Background: an optimization exercise with open tools, aiming at small area, a short achievable clock period and few clock cycles. Do not read the settings as production practice. Function was checked by simulation only, so behaviour that the tests miss may differ from the original. Power is estimated from default activity; no workload was simulated. The flow treats the clock pin as an ideal source, which a real chip does not have.

Setup of juniper:
Design oob_dispatcher, start of the top module:
module oob_dispatcher #(
    parameter NREG    = 8,      
    parameter PMAX    = 8,      
    parameter PKT_MAX = 2048    
) (
    input  wire        clk,
    input  wire        rst,
    input  wire        cfg_we,
    input  wire [7:0]  cfg_addr,
    input  wire [7:0]  cfg_data,
    input  wire        in_valid,
    output wire        in_ready,
    input  wire        in_tick,
    input  wire [7:0]  in_data,
    output reg         rsp_valid,
    input  wire        rsp_ready,
    output reg  [7:0]  rsp_data,
    output wire        oob_valid,
    input  wire        oob_ready,
    output wire [2:0]  oob_kind,
    output wire [2:0]  oob_reg,
    output wire [3:0]  oob_cid,
    output wire [11:0] oob_len,
    output wire [7:0]  oob_data
);
    localparam K_DATA  = 3'd0;
    localparam K_END   = 3'd1;
    localparam K_BAD   = 3'd2;
    localparam K_SHORT = 3'd3;
    localparam K_EVENT = 3'd4;
    localparam P_SCAN    = 2'd0;
    localparam P_HDR     = 2'd1;
    localparam P_PAYLOAD = 2'd2;
    integer r, k;
    reg [NREG*PMAX*8-1:0] pat;        
    reg [NREG-1:0]        pen;        
    reg [NREG*3-1:0]      plm;        
    reg [NREG-1:0]        pbulk;      
    reg [15:0]            timeout;
    reg        c_we;
    reg [7:0]  c_addr, c_data;
    always @(posedge clk) begin
        c_we   <= cfg_we && !rst;
        c_addr <= cfg_addr;
        c_data <= cfg_data;
    end
  ...
Size: about 2600 cells after synthesis, about 72 I/O pins, ~0.036 mm² of cells after synthesis.
clock: 16.0 ns
lec_check: 0
cap_margin: 20
core_margin: 2
core_utilization: 65
gpl_timing_driven: 0
place_density: 0.8
slew_margin: 20
tns_end_percent: 0
standard.sh (not shown) runs the stock make flow with config.mk's settings and CLKGATE_MAP_FILE= SYNTH_SCRIPT=/design/flow/synth_recipe.tcl, a recipe that flattens the netlist after the stock synthesis.
==> flow/flow/run.sh <==
#!/bin/bash
# The standard layout (standard.sh), with three changes to how it is built:
# the port buffers are buf_2 cells instead of the resizer's default pick,
# clock tree synthesis inserts no dummy loads, and timing repair aims for
# a setup margin beyond the flow settings' range, so that it sizes the
# design's paths for a shorter period than the one it is signed off at.
# The SDC, the clock period and every other step are the standard flow's own.
set -uo pipefail
export BUFFER_PORTS_ARGS="-buffer_cell sky130_fd_sc_hd__buf_2"
export CTS_ARGS="-sink_clustering_enable -repair_clock_nets -dont_use_dummy_load -sink_clustering_size 22 -sink_clustering_max_diameter 110"
export SETUP_SLACK_MARGIN=11.8
bash standard.sh > standard.log 2>&1
Testbench counts of juniper, summed over its fixed seeds: cycles 86,940.
For lagoon, these inputs were changed with respect to juniper:
==> flow/flow/run.sh <==
#!/bin/bash
# The standard layout (standard.sh), with three changes to how it is built:
# the port buffers are buf_4 cells instead of the resizer's default pick,
# clock tree synthesis inserts no dummy loads, and timing repair aims for
# a setup margin beyond the flow settings' range, so that it sizes the
# design's paths for a shorter period than the one it is signed off at.
# The SDC, the clock period and every other step are the standard flow's own.
set -uo pipefail
export BUFFER_PORTS_ARGS="-buffer_cell sky130_fd_sc_hd__buf_4"
export CTS_ARGS="-sink_clustering_enable -repair_clock_nets -dont_use_dummy_load -sink_clustering_size 22 -sink_clustering_max_diameter 110"
export SETUP_SLACK_MARGIN=12
bash standard.sh > standard.log 2>&1
diff --git a/flow/config.mk b/flow/config.mk
--- a/flow/config.mk
+++ b/flow/config.mk
@@ -9,6 +9,4 @@
 export CORE_MARGIN = 2
-export CORE_UTILIZATION = 65
-export GPL_TIMING_DRIVEN = 0
-export PLACE_DENSITY = 0.8
+export CORE_UTILIZATION = 40
+export PLACE_DENSITY = 0.6
 export SLEW_MARGIN = 20
-export TNS_END_PERCENT = 0
## What came out
Looking at the reports, juniper completed the entire flow and the layout it produced met the timing, design-rule and antenna checks. lagoon: flow completed, timing, DRC and antenna clean. lagoon ends up with higher sum of routed wire length over all layers than juniper does. Worst slack at placement | lagoon above juniper. juniper has lower final total power than lagoon. On lagoon: sequential share of layout area is 2.3 points lower than what juniper gave. The die footprint of lagoon was inferior to that of juniper. | maximum level of the CTS H-tree | lagoon vs juniper | ≈ equal |. When lagoon is set beside juniper, its combinational power turns out to be about 2% larger. In the tables for juniper and lagoon, starting utilization of the core area reads higher with juniper.


Starting RTL as in the previous note.
export LEC_CHECK = 0
export CAP_MARGIN = 20
export CORE_MARGIN = 2
export CORE_UTILIZATION = 65
export PLACE_DENSITY = 0.8
export SLEW_MARGIN = 20
create_clock -name core_clock -period 16.0 [get_ports {clk}]
==> flow/flow/run.sh <==
#!/bin/bash
# The standard layout (standard.sh), with three changes to how it is built:
# the port buffers are buf_2 cells instead of the resizer's default pick,
# clock tree synthesis inserts no dummy loads, and timing repair aims for
# a setup margin beyond the flow settings' range, so that it sizes the
# design's paths for a shorter period than the one it is signed off at.
# The SDC, the clock period and every other step are the standard flow's own.
set -uo pipefail
export BUFFER_PORTS_ARGS="-buffer_cell sky130_fd_sc_hd__buf_2"
export CTS_ARGS="-sink_clustering_enable -repair_clock_nets -dont_use_dummy_load -sink_clustering_size 32 -sink_clustering_max_diameter 90"
export SETUP_SLACK_MARGIN=11.8
bash standard.sh > standard.log 2>&1
The starting point went through all stages and came out clean.
Testbench counts at the start, summed over its fixed seeds: cycles 86,940.
==> next run, changes <==
--- a/flow/flow/run.sh
+++ b/flow/flow/run.sh
@@ -10 +10 @@
-export CTS_ARGS="-sink_clustering_enable -repair_clock_nets -dont_use_dummy_load -sink_clustering_size 32 -sink_clustering_max_diameter 90"
+export CTS_ARGS="-sink_clustering_enable -repair_clock_nets -dont_use_dummy_load -sink_clustering_size 22 -sink_clustering_max_diameter 110"
- CORE_UTILIZATION: 65 -> 75
- PLACE_DENSITY: 0.8 -> 0.88
After rerunning: Sequential share of layout area falls by 0.33 points; register-to-register slack hardly moves; design area rises by about 0.55%; via count rises by 3.9%; non-clock buffer count rises by 18; maximum frequency falls by 0.40%.
==> next run, changes <==
--- a/flow/flow/run.sh
+++ b/flow/flow/run.sh
@@ -11 +11 @@
-export SETUP_SLACK_MARGIN=11.8
+export SETUP_SLACK_MARGIN=12
- CORE_UTILIZATION: 75 -> 55
- PLACE_DENSITY: 0.88 -> 0.7
=> Setup slack is better by 0.0085 ns; flip-flop and latch count is unchanged; utilization drops by 20 points; area after synthesis does not change.


== try-amber ==
oob_dispatcher, a different RTL version from the one above (not shown whole).
Size in the first run: about 72 I/O pins, roughly 0.039 mm² of cells after synthesis.
Settings: LEC_CHECK=0, CAP_MARGIN=20, CORE_MARGIN=2, CORE_UTILIZATION=40, PLACE_DENSITY=0.6, SLEW_MARGIN=20; clock period 16.0 ns.
==> flow/flow/run.sh <==
#!/bin/bash
# The standard layout (standard.sh), with three changes to how it is built:
# the port buffers are buf_4 cells instead of the resizer's default pick,
# clock tree synthesis inserts no dummy loads, and timing repair aims for
# a setup margin beyond the flow settings' range, so that it sizes the
# design's paths for a shorter period than the one it is signed off at.
# The SDC, the clock period and every other step are the standard flow's own.
set -uo pipefail
export BUFFER_PORTS_ARGS="-buffer_cell sky130_fd_sc_hd__buf_4"
export CTS_ARGS="-sink_clustering_enable -repair_clock_nets -dont_use_dummy_load"
export SETUP_SLACK_MARGIN=11.5
bash standard.sh > standard.log 2>&1
Every stage of the flow completed for try-amber, and the final layout passed the timing, design-rule and antenna checks.
Testbench counts of try-amber, summed over its fixed seeds: cycles 86,948.
Input changes introduced in try-nickel (baseline for comparison: try-amber):
--- a/flow/flow/run.sh
+++ b/flow/flow/run.sh
@@ -10,2 +10,2 @@
-export CTS_ARGS="-sink_clustering_enable -repair_clock_nets -dont_use_dummy_load"
-export SETUP_SLACK_MARGIN=11.5
+export CTS_ARGS="-sink_clustering_enable -repair_clock_nets -dont_use_dummy_load -sink_clustering_size 30 -sink_clustering_max_diameter 150"
+export SETUP_SLACK_MARGIN=12
==> comparison <==
Summary of try-nickel over try-amber: share of the clock period used by the worst path lost 0.38 points; sequential power roughly the same; wire length of the first global-routing pass lost 2.7 mm; worst clock skew on the final layout rose by 0.031 ns. Compared with try-amber, in try-nickel worst IR drop on VDD moved down; met2 track utilization from global routing now sits at about the same level; wire length saw a decrease; global-route usage shrank by 0.56 points.
### try-nickel -> try-cedar
==> flow/flow/run.sh <==
#!/bin/bash
# The standard layout (standard.sh), with two changes to how it is built:
# the port buffers are buf_4 cells instead of the resizer's default pick,
# and clock tree synthesis inserts no dummy loads. The SDC, the clock
# period and every other step are the standard flow's own.
set -uo pipefail
export BUFFER_PORTS_ARGS="-buffer_cell sky130_fd_sc_hd__buf_4"
export CTS_ARGS="-sink_clustering_enable -repair_clock_nets -dont_use_dummy_load"
bash standard.sh > standard.log 2>&1
Results
Compared to try-nickel, try-cedar has global-route usage 0.53 points higher.
Relative to try-nickel, cell internal power dissipation has gone up in try-cedar.
The higher final worst-path cycle share came out of try-cedar.
try-nickel → try-cedar: clock sink count has remained practically unchanged, fraction of area in registers has decreased, average wire per cell in the routed design has increased.
Largest voltage drop on the vdd net: try-cedar vs try-nickel up 33%


oob_dispatcher with an RTL version that a note above also has.
Size in the first run: roughly 2,600 cells after synthesis, about 810 flip-flops, about 72 I/O pins.
clock: 16.0 ns
lec_check: 0
cap_margin: 20
core_margin: 2
core_utilization: 65
place_density: 0.8
slew_margin: 20
==> flow/flow/run.sh <==
#!/bin/bash
# The standard layout (standard.sh), with three changes to how it is built:
# the port buffers are buf_2 cells instead of the resizer's default pick,
# clock tree synthesis inserts no dummy loads, and timing repair aims for
# a setup margin beyond the flow settings' range, so that it sizes the
# design's paths for a shorter period than the one it is signed off at.
# The SDC, the clock period and every other step are the standard flow's own.
set -uo pipefail
export BUFFER_PORTS_ARGS="-buffer_cell sky130_fd_sc_hd__buf_2"
export CTS_ARGS="-sink_clustering_enable -repair_clock_nets -dont_use_dummy_load -sink_clustering_size 22 -sink_clustering_max_diameter 110"
export SETUP_SLACK_MARGIN=11.8
bash standard.sh > standard.log 2>&1
Testbench counts at the start, summed over its fixed seeds: cycles 86,940.
==> next run, changes <==
--- a/flow/config.mk
+++ b/flow/config.mk
@@ -12 +12,2 @@
 export SLEW_MARGIN = 20
+export TNS_END_PERCENT = 0
- non-clock buffer count goes down by 39
- clock skew stays flat
- total power goes down by 0.56%
- sequential power stays flat
==> next run, changes <==
--- a/flow/flow/run.sh
+++ b/flow/flow/run.sh
@@ -10,3 +10,3 @@
 export CTS_ARGS="-sink_clustering_enable -repair_clock_nets -dont_use_dummy_load -sink_clustering_size 22 -sink_clustering_max_diameter 110"
-export SETUP_SLACK_MARGIN=11.8
+export SETUP_SLACK_MARGIN=12
 bash standard.sh > standard.log 2>&1
--- a/flow/config.mk
+++ b/flow/config.mk
@@ -9,5 +9,4 @@
 export CORE_MARGIN = 2
-export CORE_UTILIZATION = 65
-export PLACE_DENSITY = 0.8
+export CORE_UTILIZATION = 75
+export PLACE_DENSITY = 0.88
 export SLEW_MARGIN = 20
-export TNS_END_PERCENT = 0
Outcome: Die area decreases by 13%; worst setup slack stays flat; non-clock buffer count goes up by 56; count of clock-buffer cells in the layout shrinks by 1; wire length is higher by 5.5%; sequential share of layout area goes down by 1.2 points.
==> next run, changes <==
--- a/flow/flow/run.sh
+++ b/flow/flow/run.sh
@@ -10,3 +10,3 @@
 export CTS_ARGS="-sink_clustering_enable -repair_clock_nets -dont_use_dummy_load -sink_clustering_size 22 -sink_clustering_max_diameter 110"
-export SETUP_SLACK_MARGIN=12
+export SETUP_SLACK_MARGIN=11.6
 bash standard.sh > standard.log 2>&1
--- a/flow/config.mk
+++ b/flow/config.mk
@@ -9,4 +9,4 @@
 export CORE_MARGIN = 2
-export CORE_UTILIZATION = 75
-export PLACE_DENSITY = 0.88
+export CORE_UTILIZATION = 65
+export PLACE_DENSITY = 0.8
 export SLEW_MARGIN = 20
Wire length drops by 6.3%.
Setup slack got worse by 0.052 ns.
Via count drops by 5.4%.
Global-route usage drops by 6.3 points.
Hold slack improved by 0.0032 ns.
Final cell count climbs by 0.39%.
Power drops by 0.72%.
==> next run, changes <==
--- a/flow/flow/run.sh
+++ b/flow/flow/run.sh
@@ -10,3 +10,3 @@
 export CTS_ARGS="-sink_clustering_enable -repair_clock_nets -dont_use_dummy_load -sink_clustering_size 22 -sink_clustering_max_diameter 110"
-export SETUP_SLACK_MARGIN=11.6
+export SETUP_SLACK_MARGIN=12.4
 bash standard.sh > standard.log 2>&1
--- a/flow/config.mk
+++ b/flow/config.mk
@@ -9,4 +9,4 @@
 export CORE_MARGIN = 2
-export CORE_UTILIZATION = 65
-export PLACE_DENSITY = 0.8
+export CORE_UTILIZATION = 55
+export PLACE_DENSITY = 0.7
 export SLEW_MARGIN = 20
Outcome: Sequential cell count does not change. Setup slack is better by 0.056 ns. Clock-buffer cell count falls by 1. Routed wire length went up by about 8%.


== rev 12 ==
oob_dispatcher, a different RTL version from the one above (not shown whole).
For scale: ~2500 cells after synthesis, ~790 flip-flops, about 0.036 mm2 of cells after synthesis.
clock: 16.0 ns
lec_check: 0
cap_margin: 20
core_margin: 2
core_utilization: 40
place_density: 0.6
slew_margin: 20
run.sh (not shown) runs the stock make flow with config.mk's settings and CLKGATE_MAP_FILE= SYNTH_SCRIPT=/design/flow/synth_recipe.tcl, a recipe that flattens the netlist after the stock synthesis.
Stock flow here: none of the scripts above is used.
Testbench counts of rev 12, summed over its fixed seeds: cycles 86,940.
Relative to rev 12, the following input files were edited for rev 13:
- CTS_BUF_LIST now sky130_fd_sc_hd__clkbuf_4 sky130_fd_sc_hd__clkbuf_8, previously not set
### Flow results
- Rev 12 has a lower depth of the CTS H-tree than rev 13.
- Compared with rev 12, in rev 13 via count rose by about 1.9%; leakage power rose by about 0.35%; setup-violating endpoint count in the final report stayed essentially flat.
- The flow did not stop early for rev 13: all stages ran, and the layout cleared the timing, design-rule and antenna checks.


Another version of the RTL of oob_dispatcher (not shown whole).
Size in the first run: roughly 2900 cells after synthesis, roughly 860 flip-flops, ~72 I/O pins, about 39000 um2 of cells after synthesis.
Settings: LEC_CHECK=0, CAP_MARGIN=20, CORE_MARGIN=2, CORE_UTILIZATION=40, PLACE_DENSITY=0.6, SLEW_MARGIN=20; clock period 16.0 ns.
The baseline produced a clean layout.
Testbench counts at the start, summed over its fixed seeds: cycles 86,948.
Change:
==> flow/flow/run.sh (new file) <==
#!/bin/bash
# The standard layout (standard.sh), with two changes to how it is built:
# the port buffers are buf_4 cells instead of the resizer's default pick,
# and clock tree synthesis inserts no dummy loads. The SDC, the clock
# period and every other step are the standard flow's own.
set -uo pipefail
export BUFFER_PORTS_ARGS="-buffer_cell sky130_fd_sc_hd__buf_4"
export CTS_ARGS="-sink_clustering_enable -repair_clock_nets -dont_use_dummy_load"
bash standard.sh > standard.log 2>&1
==> flow/standard.sh (new file) <==
#!/bin/bash
# synth_recipe.tcl (not shown) runs the flow's synth.tcl, then flattens the netlist and writes it again
# the make line also repeats each setting of config.mk as NAME=value (left out here)
make -C /OpenROAD-flow-scripts/flow DESIGN_CONFIG=/design/flow/config.mk WORK_HOME=/design/flow/orfs CLKGATE_MAP_FILE= SYNTH_SCRIPT=/design/flow/synth_recipe.tcl "${@:-finish}"
removed: flow/run.sh
Clock-buffer cell count is lower by 23.
Wire length is higher slightly.
Power is lower by a few percent.
Hold slack improves by 0.0032 ns.
Core utilization is lower by 0.88 points.
Global-route usage hardly moves.
Maximum frequency is higher by a little under a tenth.
Cell count is lower slightly.
Worst setup slack improves by 0.33 ns.
Die area stays the same.
Non-clock buffer count is higher by 1.


== the baseline ==
RTL: one of the versions met above, not the one the previous note started from.
For scale: roughly 810 flip-flops, ~36000 um^2 of cells after synthesis.
export LEC_CHECK = 0
export CAP_MARGIN = 20
export CORE_MARGIN = 2
export CORE_UTILIZATION = 65
export PLACE_DENSITY = 0.8
export SLEW_MARGIN = 20
export TNS_END_PERCENT = 0
create_clock -name core_clock -period 16.0 [get_ports {clk}]
standard.sh (not shown) runs the stock make flow with config.mk's settings and CLKGATE_MAP_FILE= SYNTH_SCRIPT=/design/flow/synth_recipe.tcl, a recipe that flattens the netlist after the stock synthesis.
==> flow/flow/run.sh <==
#!/bin/bash
# The standard layout (standard.sh), with three changes to how it is built:
# the port buffers are buf_2 cells instead of the resizer's default pick,
# clock tree synthesis inserts no dummy loads, and timing repair aims for
# a setup margin beyond the flow settings' range, so that it sizes the
# design's paths for a shorter period than the one it is signed off at.
# The SDC, the clock period and every other step are the standard flow's own.
set -uo pipefail
export BUFFER_PORTS_ARGS="-buffer_cell sky130_fd_sc_hd__buf_2"
export CTS_ARGS="-sink_clustering_enable -repair_clock_nets -dont_use_dummy_load -sink_clustering_size 22 -sink_clustering_max_diameter 110"
export SETUP_SLACK_MARGIN=12.1
bash standard.sh > standard.log 2>&1
The baseline: full flow OK, the timing, design-rule and antenna checks passed
Testbench counts of the baseline, summed over its fixed seeds: cycles 86,940.
> inputs changed (the baseline -> the candidate)
Settings: TNS_END_PERCENT: 0 -> unset.
-- flow/flow/run.sh --
<<< the baseline, line 9
export BUFFER_PORTS_ARGS="-buffer_cell sky130_fd_sc_hd__buf_2"
export CTS_ARGS="-sink_clustering_enable -repair_clock_nets -dont_use_dummy_load -sink_clustering_size 22 -sink_clustering_max_diameter 110"
export SETUP_SLACK_MARGIN=12.1
bash standard.sh > standard.log 2>&1
>>> the candidate, line 9
export BUFFER_PORTS_ARGS="-buffer_cell sky130_fd_sc_hd__buf_2"
export CTS_ARGS="-sink_clustering_enable -repair_clock_nets -dont_use_dummy_load -sink_clustering_size 22 -sink_clustering_max_diameter 110"
export SETUP_SLACK_MARGIN=12
bash standard.sh > standard.log 2>&1
### Flow results
- When the final numbers for the baseline and the candidate were put side by side, the sequential share of layout area turned out to be smaller in the candidate.
- Compared the candidate against the baseline; area of placed instances within noise.
- Max final non-filler cell total across the baseline and the candidate: the candidate
- On switching share of total power, the baseline and the candidate are neck and neck.
- There was hardly any difference in sequential-cell power consumption between the baseline and the candidate.
- When the candidate is set beside the baseline, its fraction of standard cell area in multi-input logic turns out to be 0.41 points smaller.
- Between the baseline and the candidate, global routing usage on met1 increased.

-- afterwards: timing with drivers on the ports --
No port has a modelled driver above. Below, the same layouts with a new extraction and two added sets of constraints.
Step 1 assumes that a clkbuf_16 drives the clock port and a buf_2 every other input.
Step 2 also shifts input and output timing later by t, the mid clock arrival at the registers, as if the neighbouring blocks saw the same clock.
a / b / c = ideal ports / drivers / drivers and shift; a / b = the first two.
| run | t (ns) | slack for setup (ns) | pins driven straight from the clock port |
|---|---|---|---|
| juniper | 0.655 | 11.640 / 11.640 / 11.175 | 1 |
| lagoon | 0.660 | 11.707 / 11.639 / 11.305 | 1 |
| the first run of note 2 | 0.628 | 11.733 / 11.673 / 11.290 | 1 |
| the second run of note 2 | 0.655 | 11.716 / 11.656 / 11.278 | 1 |
| the third run of note 2 | 0.664 | 11.725 / 11.658 / 11.320 | 1 |
| try-amber | 0.682 | 11.567 / 11.502 / 11.152 | 1 |
| try-nickel | 0.648 | 11.628 / 11.553 / 11.460 | 1 |
| try-cedar | 0.681 | 11.503 / 11.434 / 10.905 | 1 |
| the first run of note 4 | 0.643 | 11.718 / 11.658 / 11.286 | 1 |
| the second run of note 4 | 0.641 | 11.719 / 11.656 / 11.268 | 1 |
| the third run of note 4 | 0.649 | 11.722 / 11.662 / 11.333 | 1 |
| the fourth run of note 4 | 0.643 | 11.670 / 11.609 / 11.102 | 1 |
| the fifth run of note 4 | 0.656 | 11.726 / 11.662 / 11.480 | 1 |
| rev 12 | 0.694 | 10.195 / 10.195 / 9.773 | 1 |
| rev 13 | 0.831 | 10.204 / 10.204 / 9.812 | 1 |
| the first run of note 6 | 0.715 | 10.954 / 10.891 / 10.612 | 1 |
| the second run of note 6 | 0.696 | 11.285 / 11.217 / 10.959 | 1 |
| the baseline | 0.641 | 11.719 / 11.656 / 11.268 | 1 |
| the candidate | 0.654 | 11.717 / 11.656 / 11.359 | 1 |
After both steps setup and hold are still met in every run listed. The setup slack of try-cedar, which loses most, moves by -0.069 ns with the drivers and by -0.598 ns with both steps.
